Context: an optimization exercise on an open-source flow, tuned for small area, a short achievable clock period and few clock cycles per item. The choices shown serve that exercise and are no tape-out recipe. Only simulation tests tie the RTL to the original design; equivalence was not proved. Power is estimated from default activity; no workload was simulated.

// ptcb_pixel_engine
module ptcb_pixel_engine (
    input  wire        clk,
    input  wire        rst,
    input  wire        in_valid,
    output wire        in_ready,
    input  wire [15:0] in_cmd,
    input  wire [63:0] in_data,
    output wire        out_valid,
    input  wire        out_ready,
    output wire [31:0] out_result,
    output wire [1:0]  out_err
);
    reg        v1;
    reg [15:0] c1;
    reg [63:0] d1;
    reg        sa_s, sa_lm, sa_d;           
    reg        sv_s, sv_lm, sv_dm, sv_d;    
    wire [3:0] i_op     = in_cmd[3:0];
    wire       i_scalar = (i_op == 4'd3) || (i_op == 4'd4);
    wire       i_blend  = (i_op == 4'd7);
    wire       i_mdm    = (in_cmd[8:7] == 2'd0) && (in_cmd[12:11] == 2'd2);
    wire       i_md     = (in_cmd[8:7] == 2'd1) && (in_cmd[12:11] == 2'd1);
    wire [3:0] op    = c1[3:0];
    wire [2:0] strat = c1[6:4];
    wire [1:0] chan  = c1[8:7];
    wire [1:0] mkind = c1[10:9];
    wire       gsel  = c1[13];
    reg legal;
    always @(*) begin
        case (op)
            4'd0, 4'd1, 4'd2, 4'd3, 4'd4: legal = (c1[15:4] == 12'd0);
            4'd5: legal = (c1[15:9] == 7'd0) && (c1[6:4] == 3'd0);
            4'd6: legal = (c1[15:14] == 2'd0) && (c1[6:4] == 3'd0) &&
                          (mkind != 2'd3) && (c1[12:11] != 2'd3);
            4'd7: legal = (c1[15:7] == 9'd0) && (strat != 3'd7);
            4'd8: legal = (c1[15] == 1'b0) && (c1[13:4] == 10'd0);
            default: legal = 1'b0;
        endcase
    end
    wire [15:0] w_l  = d1[15:0];
    wire [15:0] w_d  = d1[31:16];
    wire [15:0] w_lm = d1[47:32];
    wire [15:0] w_dm = d1[63:48];
    wire [23:0] s_rgb = d1[23:0];                  
    function [23:0] dec565;
        input [15:0] w;
        dec565 = {w[15:11], 3'b000, w[10:5], 2'b00, w[4:0], 3'b000};
    endfunction
    wire [23:0] ga = ({24{sa_s}}  & s_rgb) | ({24{sa_lm}} & dec565(w_lm)) |
                     ({24{sa_d}} & dec565(w_d));
    wire [7:0] ga_r = ga[23:16];
    wire [7:0] ga_g = ga[15:8];
    wire [7:0] ga_b = ga[7:0];
  ...
==> flow/config.mk <==
export PLATFORM = sky130hd
export DESIGN_NAME = ptcb_pixel_engine
export DESIGN_NICKNAME = ptcb_pixel_engine
export VERILOG_FILES = /design/flow/design.v
export SDC_FILE = /design/flow/constraint.sdc
export NUM_CORES = 4
export LEC_CHECK = 0
export CAP_MARGIN = 20
export CORE_MARGIN = 2
export CORE_UTILIZATION = 70
export SLEW_MARGIN = 20
==> flow/constraint.sdc <==
create_clock -name core_clock -period 26.0 [get_ports {clk}]
set_input_delay 5.2000 -clock core_clock [delete_from_list [all_inputs] [get_ports {clk}]]
set_output_delay 5.2000 -clock core_clock [all_outputs]
set_load 0.01 [all_outputs]
standard.sh (not shown) runs the stock make flow with config.mk's settings and CLKGATE_MAP_FILE= SYNTH_SCRIPT=/design/flow/synth_recipe.tcl, a recipe that flattens the netlist after the stock synthesis.
==> flow/flow/run.sh <==
#!/bin/bash
# Standard layout, with the port buffers made of buf_2 cells, the setup
# repair steps asked for extra slack margin, and no dummy clock loads.
set -euo pipefail
bash standard.sh "BUFFER_PORTS_ARGS=-buffer_cell sky130_fd_sc_hd__buf_2" SETUP_SLACK_MARGIN=19.75 \
  "CTS_ARGS=-sink_clustering_enable -repair_clock_nets -dont_use_dummy_load -sink_clustering_size 24 -sink_clustering_max_diameter 100" \
  finish > standard_flow.log 2>&1
The baseline finished with timing, DRC and antenna clean.
Testbench counts at the start, summed over its fixed seeds: cycles 32,024, items 32,000.
Rerun with:
==> flow/flow/run.sh (replaced) <==
#!/bin/bash
# Standard layout, with the port buffers made of buf_2 cells and the setup
# repair steps asked for extra slack margin.
set -euo pipefail
bash standard.sh "BUFFER_PORTS_ARGS=-buffer_cell sky130_fd_sc_hd__buf_2" SETUP_SLACK_MARGIN=19.75 finish > standard_flow.log 2>&1
--- a/flow/config.mk
+++ b/flow/config.mk
@@ -8,4 +8,6 @@
 export CAP_MARGIN = 20
 export CORE_MARGIN = 2
-export CORE_UTILIZATION = 70
+export CORE_UTILIZATION = 60
+export CTS_CLUSTER_DIAMETER = 100
+export CTS_CLUSTER_SIZE = 24
 export SLEW_MARGIN = 20
Routed wire length is higher by 0.98%. Sequential power hardly moves. Critical path depth does not change. Synthesized cell count is unchanged. Worst setup slack gets worse by 0.050 ns. Worst hold slack is about the same. Cell area climbs by 0.37%. Clock-buffer cell count goes up by 3.
Rerun with:
==> flow/flow/run.sh (replaced) <==
#!/bin/bash
# Standard layout, with the port buffers made of buf_2 cells, the setup
# repair steps asked for extra slack margin, and no dummy clock loads.
set -euo pipefail
bash standard.sh "BUFFER_PORTS_ARGS=-buffer_cell sky130_fd_sc_hd__buf_2" SETUP_SLACK_MARGIN=19.75 \
  "CTS_ARGS=-sink_clustering_enable -repair_clock_nets -dont_use_dummy_load -sink_clustering_size 24 -sink_clustering_max_diameter 100" \
  finish > standard_flow.log 2>&1
--- a/flow/config.mk
+++ b/flow/config.mk
@@ -8,6 +8,4 @@
 export CAP_MARGIN = 20
 export CORE_MARGIN = 2
-export CORE_UTILIZATION = 60
-export CTS_CLUSTER_DIAMETER = 100
-export CTS_CLUSTER_SIZE = 24
+export CORE_UTILIZATION = 40
 export SLEW_MARGIN = 20
The new run finished with timing, DRC and antenna clean.
Die area went up by 49%.
Sequential power went up by about 1%.
Cell count went up by 9.7%.
Combinational power went up by about 5%.
Cell area went up by 2.0%.
Setup slack is better by 0.042 ns.
First-iteration DRC count went down by 5.8%.
Wire length went up by 2.8%.
Global-route usage went down by 11 points.
Clock power went down by about 7%.
Sequential cell count stays the same.
Rerun with:
==> flow/flow/run.sh (replaced) <==
#!/bin/bash
# Standard layout, with the port buffers made of buf_2 cells, the setup
# repair steps asked for extra slack margin, and no dummy clock loads.
set -euo pipefail
bash standard.sh "BUFFER_PORTS_ARGS=-buffer_cell sky130_fd_sc_hd__buf_2" SETUP_SLACK_MARGIN=19.60 \
  "CTS_ARGS=-sink_clustering_enable -repair_clock_nets -dont_use_dummy_load -sink_clustering_size 24 -sink_clustering_max_diameter 100" \
  finish > standard_flow.log 2>&1
--- a/flow/config.mk
+++ b/flow/config.mk
@@ -8,4 +8,4 @@
 export CAP_MARGIN = 20
 export CORE_MARGIN = 2
-export CORE_UTILIZATION = 40
+export CORE_UTILIZATION = 60
 export SLEW_MARGIN = 20
=> Die area came out lower by a quarter to a third; total power came out lower by a little under a tenth; sequential power came out lower slightly; count of clock-buffer cells in the layout came out lower by 2.
Rerun with:
==> flow/flow/run.sh (replaced) <==
#!/bin/bash
# Standard layout, with the port buffers made of buf_2 cells and the setup
# repair steps asked for extra slack margin.
set -euo pipefail
bash standard.sh "BUFFER_PORTS_ARGS=-buffer_cell sky130_fd_sc_hd__buf_2" SETUP_SLACK_MARGIN=19.75 finish > standard_flow.log 2>&1
--- a/flow/config.mk
+++ b/flow/config.mk
@@ -8,4 +8,6 @@
 export CAP_MARGIN = 20
 export CORE_MARGIN = 2
-export CORE_UTILIZATION = 60
+export CORE_UTILIZATION = 40
+export CTS_CLUSTER_DIAMETER = 100
+export CTS_CLUSTER_SIZE = 24
 export SLEW_MARGIN = 20
The new run completed without violations. Cell area is higher by 6.2%. Wire length is higher by 4.0%. Via count is higher by 1.5%.
Rerun with:
==> flow/flow/run.sh (replaced) <==
#!/bin/bash
# Standard layout, with the port buffers made of buf_2 cells, the setup
# repair steps asked for extra slack margin, and no dummy clock loads.
set -euo pipefail
bash standard.sh "BUFFER_PORTS_ARGS=-buffer_cell sky130_fd_sc_hd__buf_2" SETUP_SLACK_MARGIN=19.75 \
  "CTS_ARGS=-sink_clustering_enable -repair_clock_nets -dont_use_dummy_load -sink_clustering_size 24 -sink_clustering_max_diameter 100" \
  finish > standard_flow.log 2>&1
--- a/flow/config.mk
+++ b/flow/config.mk
@@ -8,6 +8,4 @@
 export CAP_MARGIN = 20
 export CORE_MARGIN = 2
-export CORE_UTILIZATION = 40
-export CTS_CLUSTER_DIAMETER = 100
-export CTS_CLUSTER_SIZE = 24
+export CORE_UTILIZATION = 60
 export SLEW_MARGIN = 20
The new run produced a clean layout.
Routed wire length goes down by 3.2%.
Sequential power decreases by about 2%.
Total power fell by about 6.6%.
Via count falls by 0.39%.

static timing again, ports no longer ideal:
Ports are ideal in the flow. The routed layouts listed here were re-timed in OpenROAD.
Step 1 (the two cells are an assumption about what drives the block):
set clk [get_ports {clk}]
set_driving_cell -lib_cell sky130_fd_sc_hd__clkbuf_16 $clk
set_driving_cell -lib_cell sky130_fd_sc_hd__buf_2 [delete_from_list [all_inputs] $clk]
Step 2 moves the port delays by t, midway between the first and last clock arrival at a register: inputs arrive t later, outputs are due t later. That takes back most of the time a late clock gives input paths.
a / b / c = ideal / step 1 / step 2; a / b = the first two.
| run | t (ns) | setup slack, ns | worst data-port slew with drivers (ns) | pins driven straight from the clock port |
|---|---|---|---|---|
| the first run | 0.524 | 19.768 / 19.716 / 19.678 | 0.04 | 1 |
| the second run | 0.558 | 19.718 / 19.662 / 19.685 | 0.06 | 1 |
| the third run | 0.568 | 19.759 / 19.702 / 19.677 | 0.04 | 1 |
| the fourth run | 0.538 | 19.706 / 19.651 / 19.432 | 0.05 | 1 |
| the fifth run | 0.577 | 19.745 / 19.688 / 19.661 | 0.04 | 1 |
| the sixth run | 0.536 | 19.726 / 19.666 / 19.688 | 0.06 | 1 |
After both steps setup and hold are still met in every run listed. The setup slack of the fourth run, which loses most, moves by -0.055 ns with the drivers and by -0.274 ns with both steps.
